Context: an optimization exercise on an open-source flow, tuned for small area, a short achievable clock period and few clock cycles. The choices shown serve that exercise and are no tape-out recipe.
At most, simulation tests tie the RTL to the original design; equivalence was not proved.
Power and IR drop assume default switching activity.

// cic_core
module cic_core (
    input  wire        clk,
    input  wire        rst,
    input  wire        start,
    input  wire        region_pal,
    input  wire        abort_req,
    input  wire [7:0]  seed,
    input  wire [47:0] checksum,    
    input  wire        pif_clk,
    input  wire        pif_din,
    output wire        drive_low,
    output wire        ready,
    output wire        busy,
    output wire        lockup,
    output reg  [1:0]  outcome
);
For scale: roughly 220 flip-flops, ~69 I/O pins.
==> flow/config.mk <==
export PLATFORM = sky130hd
export DESIGN_NAME = cic_core
export DESIGN_NICKNAME = cic_core
export VERILOG_FILES = /design/flow/design.v
export SDC_FILE = /design/flow/constraint.sdc
export NUM_CORES = 4
export LEC_CHECK = 0
export ABC_CLOCK_PERIOD_IN_PS = 2500
export CAP_MARGIN = 20
export CORE_MARGIN = 2
export CORE_UTILIZATION = 50
export CTS_CLUSTER_DIAMETER = 70
export CTS_CLUSTER_SIZE = 24
export GPL_ROUTABILITY_DRIVEN = 0
export PLACE_DENSITY = 0.6
export SETUP_SLACK_MARGIN = 4.4
export SLEW_MARGIN = 20
==> flow/constraint.sdc <==
create_clock -name core_clock -period 7.0 [get_ports {clk}]
set_input_delay 1.4000 -clock core_clock [delete_from_list [all_inputs] [get_ports {clk}]]
set_output_delay 1.4000 -clock core_clock [all_outputs]
set_load 0.01 [all_outputs]
standard.sh (not shown) runs the stock make flow with config.mk's settings and CLKGATE_MAP_FILE= SYNTH_SCRIPT=/design/flow/synth_recipe.tcl, a recipe that flattens the netlist after the stock synthesis.
==> flow/flow/run.sh <==
#!/bin/bash
# The standard layout, with the port buffers made of buf_2 cells (which
# the resizer may size up) instead of the default delay-buffer cell.
set -euo pipefail
export BUFFER_PORTS_ARGS="-buffer_cell sky130_fd_sc_hd__buf_2"
bash standard.sh > standard_flow.log 2>&1
The baseline ran to the end with no violations.
Testbench counts at the start, summed over its fixed seeds: cycles 47,175.
Then changed:
CTS_CLUSTER_DIAMETER = 75   (was 70)
CTS_CLUSTER_SIZE = 28   (was 24)
GPL_ROUTABILITY_DRIVEN = unset   (was 0)
After rerunning: Clock-buffer cell count goes down by 2; synthesized area does not change; setup slack gains 67 ps; sequential share of layout area is higher by 0.20 points; die area does not change; clock skew rises by 3.3 ps; cell count barely changes; combinational power barely changes; total power goes down by 1.9%.
Then changed:
==> flow/flow/run.sh (replaced) <==
#!/bin/bash
# The standard layout, with the port buffers made of buf_1 cells (which
# the resizer may size up) instead of the default delay-buffer cell.
set -euo pipefail
export BUFFER_PORTS_ARGS="-buffer_cell sky130_fd_sc_hd__buf_1"
bash standard.sh > standard_flow.log 2>&1
CTS_CLUSTER_DIAMETER = 70   (was 75)
CTS_CLUSTER_SIZE = 24   (was 28)
- total power climbs by a few percent
- final cell count increases slightly
- setup slack improved by 6.4 ps
- clock power increases by a little under a tenth
- flip-flop and latch count does not change
- routed wire length shrinks slightly
Then changed:
==> flow/flow/run.sh (replaced) <==
#!/bin/bash
# The standard layout, with the port buffers made of buf_2 cells (which
# the resizer may size up) instead of the default delay-buffer cell.
set -euo pipefail
export BUFFER_PORTS_ARGS="-buffer_cell sky130_fd_sc_hd__buf_2"
bash standard.sh > standard_flow.log 2>&1
PLACE_DENSITY = 0.7   (was 0.6)
Outcome: Design area goes up by 0.77%. Hold slack loses 6.0 ps. Final cell count hardly moves. Critical path depth goes down by 1. Via count goes up by about 2%. Combinational power goes up by about 1%. Count of clock-buffer cells in the layout goes up by 2. Worst setup slack loses 17 ps. Synthesized cell count is unchanged.

========
Another version of the RTL of cic_core (not shown whole).
Size: about 240 flip-flops, about 69 I/O pins.
==> flow/config.mk <==
export PLATFORM = sky130hd
export DESIGN_NAME = cic_core
export DESIGN_NICKNAME = cic_core
export VERILOG_FILES = /design/flow/design.v
export SDC_FILE = /design/flow/constraint.sdc
export NUM_CORES = 4
export LEC_CHECK = 0
export ABC_CLOCK_PERIOD_IN_PS = 2500
export CAP_MARGIN = 20
export CORE_MARGIN = 2
export CORE_UTILIZATION = 30
export PLACE_DENSITY = 0.5
export SETUP_SLACK_MARGIN = 4
export SLEW_MARGIN = 20
==> flow/constraint.sdc <==
create_clock -name core_clock -period 7.0 [get_ports {clk}]
set_input_delay 1.4000 -clock core_clock [delete_from_list [all_inputs] [get_ports {clk}]]
set_output_delay 1.4000 -clock core_clock [all_outputs]
set_load 0.01 [all_outputs]
run.sh (not shown) runs the stock make flow with config.mk's settings and CLKGATE_MAP_FILE= SYNTH_SCRIPT=/design/flow/synth_recipe.tcl, a recipe that flattens the netlist after the stock synthesis.
Stock flow here: none of the scripts above is used.
The baseline completed without violations.
Testbench counts at the start, summed over its fixed seeds: cycles 46,608.
==> next run, changes <==
--- a/flow/config.mk
+++ b/flow/config.mk
@@ -6,9 +6,7 @@
 export NUM_CORES = 4
 export LEC_CHECK = 0
-export ABC_CLOCK_PERIOD_IN_PS = 2500
 export CAP_MARGIN = 20
 export CORE_MARGIN = 2
 export CORE_UTILIZATION = 30
 export PLACE_DENSITY = 0.5
-export SETUP_SLACK_MARGIN = 4
 export SLEW_MARGIN = 20
Result: Core utilization drops by 2.2 points. Area after synthesis is unchanged. Design area is lower by a few percent. Routed wire length shrinks by a few percent. Combinational power went down by about a fifth. Via count falls slightly. Die area does not change.

========
Setup of exp/onyx:
cic_core with an RTL version that a note above also has.
Size in the first run: about 1200 cells after synthesis, roughly 220 flip-flops.
Settings: LEC_CHECK=0, ABC_CLOCK_PERIOD_IN_PS=2500, CAP_MARGIN=20, CORE_MARGIN=2, CORE_UTILIZATION=45, CTS_CLUSTER_DIAMETER=70, CTS_CLUSTER_SIZE=24, PLACE_DENSITY=0.55, SETUP_SLACK_MARGIN=4.4, SLEW_MARGIN=20; clock period 7.0 ns.
standard.sh (not shown) runs the stock make flow with config.mk's settings and CLKGATE_MAP_FILE= SYNTH_SCRIPT=/design/flow/synth_recipe.tcl, a recipe that flattens the netlist after the stock synthesis.
==> flow/flow/run.sh <==
#!/bin/bash
# The standard layout, with the port buffers made of buf_2 cells (which
# the resizer may size up) instead of the default delay-buffer cell.
set -euo pipefail
export BUFFER_PORTS_ARGS="-buffer_cell sky130_fd_sc_hd__buf_2"
bash standard.sh > standard_flow.log 2>&1
exp/onyx reached the final stage; the timing, DRC and antenna checks on its layout passed.
Testbench counts of exp/onyx, summed over its fixed seeds: cycles 47,175.
Inputs modified between exp/onyx and exp/amber:
- a change of PLACE_DENSITY from 0.55 to 0.6
- a change of CORE_UTILIZATION from 45 to 50
- a change of ABC_CLOCK_PERIOD_IN_PS from 2500 to 3500
Notes after the runs:
exp/amber completed; timing, DRC and antenna clean. exp/amber vs exp/onyx: height of the die down by a few percent. Taking exp/onyx as the reference, in exp/amber number of non-filler instances in the completed layout lower; share of the cycle needed by the critical path after routing shows a reduction of 1.7 points; shortest clock period the worst path allows after layout went down 0.12 ns. ~same area taken by flip-flops and latches in exp/amber and exp/onyx.
The inputs of exp/yarrow differ from those of exp/amber as listed below.
- changing SETUP_SLACK_MARGIN from 4.4 to 4.3
- changing ABC_CLOCK_PERIOD_IN_PS from 3500 to 2500
[summary]
- exp/amber has a higher static leakage than exp/yarrow.
- Sort exp/amber and exp/yarrow by total design power, ascending, and exp/yarrow comes first.
- Relative to exp/amber, the non-clock buffer count measured on exp/yarrow has decreased by a little under 10%.
- When exp/yarrow is set beside exp/amber, its worst slew slack as a fraction of its limit turns out to be 1.2 points smaller.
- Relative to exp/amber, wire length of the first global-routing pass has decreased by about 0.9% in exp/yarrow.
- Compared exp/yarrow against exp/amber; count of distinct cell types in the synthesized netlist within noise.
- Row ratio of final minimum period to clock period: exp/yarrow higher / exp/amber lower
[inputs] exp/sierra vs exp/yarrow
- SETUP_SLACK_MARGIN changed from 4.3 to 4.5
Findings:
- No stage failed in exp/sierra, and the final checks on the layout all came back clean.
- Number of fill cells: lower on exp/sierra
- Going from exp/yarrow to exp/sierra, area of all placed cells without fillers moved up; slack of the critical path grew by 0.14 ns; shortest clock period the worst path allows after layout now smaller; static leakage has increased.
- Status: clock skew parity (exp/sierra, exp/yarrow)
- exp/yarrow → exp/sierra: aggregate routed wire length has increased, total of cells resized after clock tree synthesis has increased, ratio of total power to cell area has decreased, global-route usage has decreased.

========
Setup of the previous run:
Another version of the RTL of cic_core (not shown whole).
For scale: about 1200 cells after synthesis, roughly 260 flip-flops, roughly 69 I/O pins, about 14000 µm² of cells after synthesis.
export LEC_CHECK = 0
export ABC_CLOCK_PERIOD_IN_PS = 2500
export CAP_MARGIN = 20
export CORE_MARGIN = 2
export CORE_UTILIZATION = 50
export CTS_BUF_LIST = sky130_fd_sc_hd__clkbuf_4 sky130_fd_sc_hd__clkbuf_8
export PLACE_DENSITY = 0.6
export SETUP_SLACK_MARGIN = 4
export SLEW_MARGIN = 20
create_clock -name core_clock -period 7.0 [get_ports {clk}]
run.sh (not shown) runs the stock make flow with config.mk's settings and CLKGATE_MAP_FILE= SYNTH_SCRIPT=/design/flow/synth_recipe.tcl, a recipe that flattens the netlist after the stock synthesis.
Stock flow here: none of the scripts above is used.
The previous run: all stages complete, timing, DRC and antenna checks passed
Testbench counts of the previous run, summed over its fixed seeds: cycles 47,364.
The inputs of the current run differ from those of the previous run as listed below.
Settings: CORE_UTILIZATION now 30, was 50; CTS_BUF_LIST no longer set, was sky130_fd_sc_hd__clkbuf_4 sky130_fd_sc_hd__clkbuf_8; PLACE_DENSITY now 0.5, was 0.6.
--- outcome ---
- Part of the power in the clock network is lower on the current run
- Higher met1 track utilization from global routing goes to the previous run over the current run.
- In the tables for the current run and the previous run, sequential fraction of total cell area reads lower with the current run.
- NOTE: total power in the current run falls short of that of the previous run
- Area of the multi-input gates delta (the current run -> the previous run): insignificant
- For the current run, the end point of the critical path was qa4[1]$_DFFE_PP_, unlike the previous run, where it was m4[1]$_SDFFCE_PP1P_.

========
Setup of build 1:
Another version of the RTL of cic_core (not shown whole).
For scale: roughly 1200 cells after synthesis, roughly 220 flip-flops, ~69 I/O pins, about 0.013 mm² of cells after synthesis.
Design cic_core, start of the top module:
module cic_core (
    input  wire        clk,
    input  wire        rst,
    input  wire        start,
    input  wire        region_pal,
    input  wire        abort_req,
    input  wire [7:0]  seed,
    input  wire [47:0] checksum,    
    input  wire        pif_clk,
    input  wire        pif_din,
    output wire        drive_low,
    output wire        ready,
    output wire        busy,
    output wire        lockup,
    output reg  [1:0]  outcome
);
Settings: LEC_CHECK=0, ABC_CLOCK_PERIOD_IN_PS=2500, CAP_MARGIN=20, CORE_MARGIN=2, CORE_UTILIZATION=60, CTS_CLUSTER_DIAMETER=80, CTS_CLUSTER_SIZE=32, PLACE_DENSITY=0.7, SETUP_SLACK_MARGIN=4.5, SLEW_MARGIN=20; clock period 7.0 ns.
standard.sh (not shown) runs the stock make flow with config.mk's settings and CLKGATE_MAP_FILE= SYNTH_SCRIPT=/design/flow/synth_recipe.tcl, a recipe that flattens the netlist after the stock synthesis.
Scripts as last shown in full above: flow/flow/run.sh
Build 1: flow completed, timing, DRC and antenna clean
#### Input delta (trial 63 over build 1)
-- flow/config.mk --
<<< build 1, line 9
export CAP_MARGIN = 20
export CORE_MARGIN = 2
export CORE_UTILIZATION = 60
export CTS_CLUSTER_DIAMETER = 80
export CTS_CLUSTER_SIZE = 32
export PLACE_DENSITY = 0.7
export SETUP_SLACK_MARGIN = 4.5
export SLEW_MARGIN = 20
>>> trial 63, line 9
export CAP_MARGIN = 20
export CORE_MARGIN = 2
export CORE_UTILIZATION = 50
export CTS_CLUSTER_DIAMETER = 70
export CTS_CLUSTER_SIZE = 24
export PLACE_DENSITY = 0.6
export SETUP_SLACK_MARGIN = 4.5
export SLEW_MARGIN = 20
Notes after the runs:
- Trial 63 | status: complete | timing, DRC, antenna: pass
- Diff build 1 -> trial 63: ratio of final minimum period to clock period -1.2 points, site row count went up, met2 wire length has decreased.
- Sequential share of layout area in trial 63 is 0.60 points lower than in build 1
- Row data arrival time of the worst path: trial 63 higher / build 1 lower
- Compared with build 1, trial 63 shows a count of non-CTS buffers in the layout that is 3 higher.
- Trial 63 vs build 1: clock buffer count up
- Trial 63 vs build 1, signed area change from the synthesized netlist to the final layout went up by 1.6 points.
- In trial 63 the first-iteration DRC count turned out about 0.5% lower than in build 1.
Function was not checked in any run of this note: the RTL went through the layout flow alone.

========
cic_core, a different RTL version from the one above (not shown whole).
For scale: ~1200 cells after synthesis, ~220 flip-flops, about 69 I/O pins, about 0.013 sq mm of cells after synthesis.
Design cic_core, start of the top module:
module cic_core (
    input  wire        clk,
    input  wire        rst,
    input  wire        start,
    input  wire        region_pal,
    input  wire        abort_req,
    input  wire [7:0]  seed,
    input  wire [47:0] checksum,    
    input  wire        pif_clk,
    input  wire        pif_din,
    output wire        drive_low,
    output wire        ready,
    output wire        busy,
    output wire        lockup,
    output reg  [1:0]  outcome
);
Settings: LEC_CHECK=0, ABC_CLOCK_PERIOD_IN_PS=2500, CAP_MARGIN=20, CORE_MARGIN=2, CORE_UTILIZATION=50, CTS_CLUSTER_DIAMETER=70, CTS_CLUSTER_SIZE=24, PLACE_DENSITY=0.6, SETUP_SLACK_MARGIN=4.5, SLEW_MARGIN=20; clock period 7.0 ns.
Scripts as last shown in full above: flow/flow/run.sh
The starting point produced a clean layout.
Testbench counts at the start, summed over its fixed seeds: cycles 47,175.
==> next run, changes <==
- CTS_BUF_LIST: not set -> sky130_fd_sc_hd__clkbuf_8
- CTS_CLUSTER_DIAMETER: 70 -> 50
- CTS_CLUSTER_SIZE: 24 -> 16
=>
- utilization goes up by 0.38 points
- routed wire length goes up by 1.3%
- global-route usage is about the same
- non-clock buffer count goes up by 5
- count of clock-buffer cells in the layout goes up by 10
- clock power is about the same
- total power stays flat
- hold slack gets better by 0.0059 ns
- critical path depth goes down by 6
==> next run, changes <==
- CORE_UTILIZATION: 50 -> 60
- CTS_BUF_LIST: sky130_fd_sc_hd__clkbuf_8 -> not set
- CTS_CLUSTER_DIAMETER: 50 -> 70
- CTS_CLUSTER_SIZE: 16 -> 24
- PLACE_DENSITY: 0.6 -> 0.7
After rerunning: The changed run produced a clean layout; synthesized cell count stays the same; power is lower by 0.69%; final cell count is lower by 5.5%.
==> next run, changes <==
==> flow/flow/run.sh (replaced) <==
#!/bin/bash
# The standard layout, with the port buffers made of buf_1 cells (which
# the resizer may size up) instead of the default delay-buffer cell.
set -euo pipefail
export BUFFER_PORTS_ARGS="-buffer_cell sky130_fd_sc_hd__buf_1"
bash standard.sh > standard_flow.log 2>&1
- CORE_UTILIZATION: 60 -> 50
- PLACE_DENSITY: 0.7 -> 0.6
Result: Global-route usage goes down by 3.9 points. Via count goes down slightly. Final cell count goes up by a few percent. Clock-buffer cell count goes down by 1. Area after synthesis stays the same. Wire length goes up slightly. Utilization goes down by 11 points. Final area barely changes. Clock power is about the same. Power goes down slightly. Setup slack barely changes.

========
job 3981:
Another version of the RTL of cic_core (not shown whole).
Size in the first run: roughly 1,200 cells after synthesis.
==> flow/config.mk <==
export PLATFORM = sky130hd
export DESIGN_NAME = cic_core
export DESIGN_NICKNAME = cic_core
export VERILOG_FILES = /design/flow/design.v
export SDC_FILE = /design/flow/constraint.sdc
export NUM_CORES = 4
export LEC_CHECK = 0
export ABC_CLOCK_PERIOD_IN_PS = 2500
export CAP_MARGIN = 20
export CORE_MARGIN = 2
export CORE_UTILIZATION = 50
export CTS_CLUSTER_DIAMETER = 60
export CTS_CLUSTER_SIZE = 20
export PLACE_DENSITY = 0.6
export SETUP_SLACK_MARGIN = 4.5
export SLEW_MARGIN = 20
==> flow/constraint.sdc <==
create_clock -name core_clock -period 7.0 [get_ports {clk}]
set_input_delay 1.4000 -clock core_clock [delete_from_list [all_inputs] [get_ports {clk}]]
set_output_delay 1.4000 -clock core_clock [all_outputs]
set_load 0.01 [all_outputs]
==> flow/flow/run.sh <==
#!/bin/bash
# The standard layout, with the port buffers made of buf_2 cells (which
# the resizer may size up) instead of the default delay-buffer cell.
set -euo pipefail
export BUFFER_PORTS_ARGS="-buffer_cell sky130_fd_sc_hd__buf_2"
bash standard.sh > standard_flow.log 2>&1
Testbench counts of job 3981, summed over its fixed seeds: cycles 47,364.
Inputs modified between job 3981 and job 2270:
- CTS_CLUSTER_DIAMETER removed (was 60)
- CTS_CLUSTER_SIZE removed (was 20)
--- outcome ---
- Between job 3981 and job 2270, the area of all sequential standard cells figures differ only marginally.
- Job 3981 and job 2270 ended up with roughly the same clock power.
- Die area essentially unchanged between job 2270 and job 3981.
- Diff job 3981..job 2270 | synthesized cell count | unchanged
- On clock period minus final worst setup slack: between job 3981 and job 2270, it ends up lower for job 3981.
- Comparing job 3981 and job 2270, the higher ratio of final minimum period to clock period is on job 2270.
- Core utilization was higher in the run labelled job 3981.
- Job 2270 ended up with a lower biggest fanout along the worst timing path than job 3981 did.
- Job 3981 and job 2270 ended up with nearly the same combinational power.
- Status: number of buffers inserted by hold repair at cts parity (job 3981, job 2270)
## Diff of input files: job 3650 against job 2270
- CORE_UTILIZATION changed from 50 to 55
- PLACE_DENSITY changed from 0.6 to 0.65
- CTS_CLUSTER_DIAMETER newly set to 70
- CTS_CLUSTER_SIZE newly set to 24
Results
- Across both runs, power share of the combinational group was higher for job 3650 than for job 2270.
- The lower per-cell via count in the routed design of job 2270 and job 3650 is in job 2270.
- [job 3650 vs job 2270] met2 capacity usage during global routing: higher in job 3650
- Job 2270 and job 3650 ended up with roughly the same instance count on the critical path.
- On share of the clock period used by the worst path after layout: job 3650 sits above job 2270.
- Minimum setup slack in the final design (lower): job 3650
- From job 2270 to job 3650 the numbers moved as follows: compound-gate portion of the synthesized area held steady, number of nets in the synthesized netlist held steady, multi-input combinational gate total neither gained nor lost much, cell area after placement saw little to no change, multi-input gate share of the layout cell area went up 0.75 points.
--- input diff job 3650..job 3716 ---
- PLACE_DENSITY now 0.6, was 0.65
- CORE_UTILIZATION now 50, was 55
==> flow/flow/run.sh <==
#!/bin/bash
# The standard layout, with the port buffers made of buf_1 cells (which
# the resizer may size up) instead of the default delay-buffer cell.
set -euo pipefail
export BUFFER_PORTS_ARGS="-buffer_cell sky130_fd_sc_hd__buf_1"
bash standard.sh > standard_flow.log 2>&1
### Flow results
Between job 3650 and job 3716, the power is higher for job 3716.
Taking job 3650 as the reference point, the met2 demand-to-capacity share in global routing of job 3716 falls by 3.4 points.
Proportion of final cell area spent on non-clock buffers ended up 0.19 points higher on job 3716 than on job 3650.
Compare job 3650 and job 3716 | met2 wirelength from detailed routing higher: job 3716
Taking job 3650 as the reference point, the routed length on met3 of job 3716 falls by about 5%.
Comparing job 3650 and job 3716, the higher number of placed cells counting well taps is on job 3716.
STATUS global-route wire length before repair: job 3716 loses against job 3650
Total length of routed wires grows slightly when moving from job 3650 to job 3716.
Internal cell power went up by a few percent going from job 3650 to job 3716.
Job 3716 ended with less post-placement setup slack than job 3650.

==> separate check: timing with driven ports <==
No port has a modelled driver above. Below, the same layouts with a new extraction and two added sets of constraints. Step 1, drivers: a clkbuf_16 drives clk and a buf_2 each remaining input, both assumed. Step 2 adds t to the input delays and takes it off the output delays; t is the mean of the earliest and latest rising clock arrival at the registers after step 1. Input paths then give back, and output paths get back, about the clock's delay inside the block. Slacks: ideal ports / drivers / drivers and shift; pairs: ideal ports / drivers.
run	t (ns)	setup slack, ns	worst register clock-pin slew, ns
the first run of note 1	0.533	4.376 / 4.376 / 4.012	0.09 / 0.09
the second run of note 1	0.530	4.443 / 4.443 / 4.051	0.10 / 0.10
the third run of note 1	0.537	4.449 / 4.449 / 4.000	0.09 / 0.09
the fourth run of note 1	0.527	4.432 / 4.432 / 4.058	0.09 / 0.09
the first run of note 2	0.613	3.880 / 3.880 / 3.444	0.06 / 0.06
the second run of note 2	0.606	3.214 / 3.214 / 2.754	0.06 / 0.06
exp/onyx	0.544	4.375 / 4.375 / 4.016	0.09 / 0.09
exp/amber	0.534	4.497 / 4.478 / 4.037	0.09 / 0.09
exp/yarrow	0.541	4.402 / 4.402 / 3.924	0.09 / 0.09
exp/sierra	0.534	4.539 / 4.539 / 4.119	0.09 / 0.09
the previous run	0.605	3.986 / 3.986 / 3.591	0.07 / 0.07
the current run	0.615	4.014 / 4.007 / 3.494	0.07 / 0.07
build 1	0.520	4.124 / 4.124 / 4.039	0.11 / 0.11
trial 63	0.540	4.210 / 4.210 / 4.053	0.09 / 0.09
the first run of note 6	0.534	4.506 / 4.506 / 4.054	0.09 / 0.09
the second run of note 6	0.609	4.488 / 4.452 / 4.050	0.09 / 0.09
the third run of note 6	0.528	4.507 / 4.507 / 4.072	0.10 / 0.10
the fourth run of note 6	0.530	4.507 / 4.507 / 4.062	0.09 / 0.09
job 3981	0.562	4.556 / 4.511 / 4.113	0.08 / 0.08
job 2270	0.575	4.540 / 4.508 / 4.106	0.06 / 0.06
job 3650	0.540	4.481 / 4.481 / 4.036	0.09 / 0.09
job 3716	0.549	4.536 / 4.520 / 4.073	0.09 / 0.09
After both steps setup and hold are still met in every run listed. For the current run, which loses most, drivers alone change the setup slack by -0.007 ns; drivers and shift together by -0.520 ns.
